This is an optimization exercise on Yosys and OpenROAD, whose aim is small area, a short achievable clock period and few clock cycles, not a production implementation. In this exercise RTL edits were held to simulation tests only and were not proved equivalent to the original. Power and IR drop assume default switching activity.

run A:
==> flow/design.v (excerpt) <==
module sprite_render (
    input  wire        clk,
    input  wire        rst,
    input  wire        start,
    output wire        busy,
    output reg         done,
    input  wire [2:0]  cfg_grid_w_m1,    
    input  wire [2:0]  cfg_grid_h_m1,    
    input  wire [2:0]  cfg_fb_tx_m1,     
    input  wire [2:0]  cfg_fb_ty_m1,     
    input  wire        cfg_gated,        
    input  wire [10:0] cfg_spr_off,      
    input  wire [10:0] cfg_anim_off,     
    output reg         tbl_re,
    output reg         tbl_we,
    output reg  [10:0] tbl_addr,
    output reg  [7:0]  tbl_wdata,
    input  wire [7:0]  tbl_rdata,
    output reg         def_re,
    output reg  [13:0] def_addr,
    input  wire [7:0]  def_rdata,
    output reg         fb_we,
    output reg  [11:0] fb_addr,
    output reg  [7:0]  fb_wdata
);
==> flow/config.mk <==
export PLATFORM = sky130hd
export DESIGN_NAME = sprite_render
export DESIGN_NICKNAME = sprite_render
export VERILOG_FILES = /design/flow/design.v
export SDC_FILE = /design/flow/constraint.sdc
export NUM_CORES = 4
export LEC_CHECK = 0
export CAP_MARGIN = 20
export CORE_MARGIN = 2
export CORE_UTILIZATION = 60
export CTS_BUF_LIST = sky130_fd_sc_hd__clkbuf_8 sky130_fd_sc_hd__clkbuf_16
export SETUP_SLACK_MARGIN = 4.2
export SLEW_MARGIN = 20
==> flow/constraint.sdc <==
create_clock -name core_clock -period 6.5 [get_ports {clk}]
set_input_delay 1.3000 -clock core_clock [delete_from_list [all_inputs] [get_ports {clk}]]
set_output_delay 1.3000 -clock core_clock [all_outputs]
set_load 0.01 [all_outputs]
standard.sh (not shown) runs the stock make flow with config.mk's settings and CLKGATE_MAP_FILE= SYNTH_SCRIPT=/design/flow/synth_recipe.tcl, a recipe that flattens the netlist after the stock synthesis.
==> flow/flow/run.sh <==
#!/bin/bash
# Standard layout, with plain buffers (buf_1) on the ports instead of the
# resizer's default choice. Every tool's output goes to flow.log here, and
# ORFS keeps each step's log under orfs/logs/.
set -euo pipefail
export BUFFER_PORTS_ARGS="-buffer_cell sky130_fd_sc_hd__buf_1"
bash standard.sh > flow.log 2>&1
Having completed the whole flow, run A delivered a layout that passed the timing, DRC and antenna checks.
Testbench counts of run A, summed over its fixed seeds: cycles 95,757.
[inputs] run B vs run A
Settings: SETUP_SLACK_MARGIN changed from 4.2 to 4.25; CTS_BUF_LIST changed from sky130_fd_sc_hd__clkbuf_8 sky130_fd_sc_hd__clkbuf_16 to sky130_fd_sc_hd__clkbuf_4 sky130_fd_sc_hd__clkbuf_8.
Findings:
From run A to run B, maximum level of the CTS H-tree did not move at all.
Power came out lower on run B than on run A.
Lower fraction of power consumed by the clock network goes to run B over run A.
Going from run A to run B, sequential fraction of total cell area went down 1.1 points, count of clock-buffer cells in the layout dropped 1, portion of total power attributed to combinational logic now larger, count of instances resized after the clock tree is built grew by 210%.
## Diff of input files: run C against run B
Settings: CORE_UTILIZATION: 60 -> 65; SETUP_SLACK_MARGIN: 4.25 -> 4.2.
==> comparison <==
No run among run C and run B stopped early or left any final violation; all are clean.
Highest achievable clock rate across run C and run B: no real change.
Run C has number of optimization iterations in the first detailed-route pass above what run B had.
Of run C and run B, it is run C that has the lower share of power burned in combinational logic.
Summary: final area, run C better than run B
Relative to run B, power per cell area decreased by 1.2 mW/mm^2 in run C.

========
sprite_render, a different RTL version from the one above (not shown whole).
For scale: about 150 flip-flops, ~110 I/O pins.
==> flow/config.mk <==
export PLATFORM = sky130hd
export DESIGN_NAME = sprite_render
export DESIGN_NICKNAME = sprite_render
export VERILOG_FILES = /design/flow/design.v
export SDC_FILE = /design/flow/constraint.sdc
export NUM_CORES = 4
export LEC_CHECK = 0
export CAP_MARGIN = 20
export CORE_MARGIN = 2
export CORE_UTILIZATION = 60
export CTS_BUF_LIST = sky130_fd_sc_hd__clkbuf_4 sky130_fd_sc_hd__clkbuf_8
export SETUP_SLACK_MARGIN = 4.1
export SLEW_MARGIN = 20
export TNS_END_PERCENT = 10
==> flow/constraint.sdc <==
create_clock -name core_clock -period 6.5 [get_ports {clk}]
set_input_delay 1.3000 -clock core_clock [delete_from_list [all_inputs] [get_ports {clk}]]
set_output_delay 1.3000 -clock core_clock [all_outputs]
set_load 0.01 [all_outputs]
==> flow/flow/run.sh <==
#!/bin/bash
# Standard layout, with plain buffers (buf_2) on the ports instead of the
# resizer's default choice. Every tool's output goes to flow.log here, and
# ORFS keeps each step's log under orfs/logs/.
set -euo pipefail
export BUFFER_PORTS_ARGS="-buffer_cell sky130_fd_sc_hd__buf_2"
bash standard.sh > flow.log 2>&1
Testbench counts at the start, summed over its fixed seeds: cycles 95,757.
Next try:
- CORE_UTILIZATION: 60 -> 75
- SETUP_SLACK_MARGIN: 4.1 -> 4
- TNS_END_PERCENT: 10 -> default
Outcome: The new run ran to the end with no violations; routed wire length is higher by 22%; combinational power is higher by 3.8%; total power is higher by 2.5%; clock skew is about the same; utilization is higher by 16 points; count of clock-buffer cells in the layout is higher by 6; clock power is higher by 3.5%; worst hold slack barely changes; design area is lower by 1.5%; first-iteration DRC count is higher by 89%.

-- afterwards: timing with drivers on the ports --
The flow's constraints put no driver on any port. The routed layouts listed below were extracted and timed again, unchanged, in two steps. Step 1: set_driving_cell puts a clkbuf_16 on clk and a buf_2 on each other input, an assumption about the parent block. Step 2 adds t to the input delays and takes it off the output delays; t is the mean of the earliest and latest rising clock arrival at the registers after step 1. Input paths then give back, and output paths get back, about the clock's delay inside the block. Slacks: no drivers / after step 1 / after step 2; pairs: no drivers / after step 1.
run | shift t [ns] | setup WS [ns] | clock arrival spread, ns | slew at the worst register clock pin (ns)
run A | 0.467 | 4.184 / 4.171 / 3.704 | 0.011 / 0.011 | 0.07 / 0.07
run B | 0.499 | 4.180 / 4.165 / 3.666 | 0.017 / 0.016 | 0.10 / 0.10
run C | 0.483 | 4.183 / 4.171 / 3.688 | 0.009 / 0.009 | 0.08 / 0.08
the first run of note 2 | 0.492 | 4.004 / 3.966 / 3.546 | 0.015 / 0.015 | 0.09 / 0.09
the second run of note 2 | 0.499 | 3.941 / 3.941 / 3.535 | 0.017 / 0.016 | 0.09 / 0.09
After both steps setup and hold are still met in every run listed. The setup slack of run B, which loses most, moves by -0.015 ns with the drivers and by -0.514 ns with both steps.
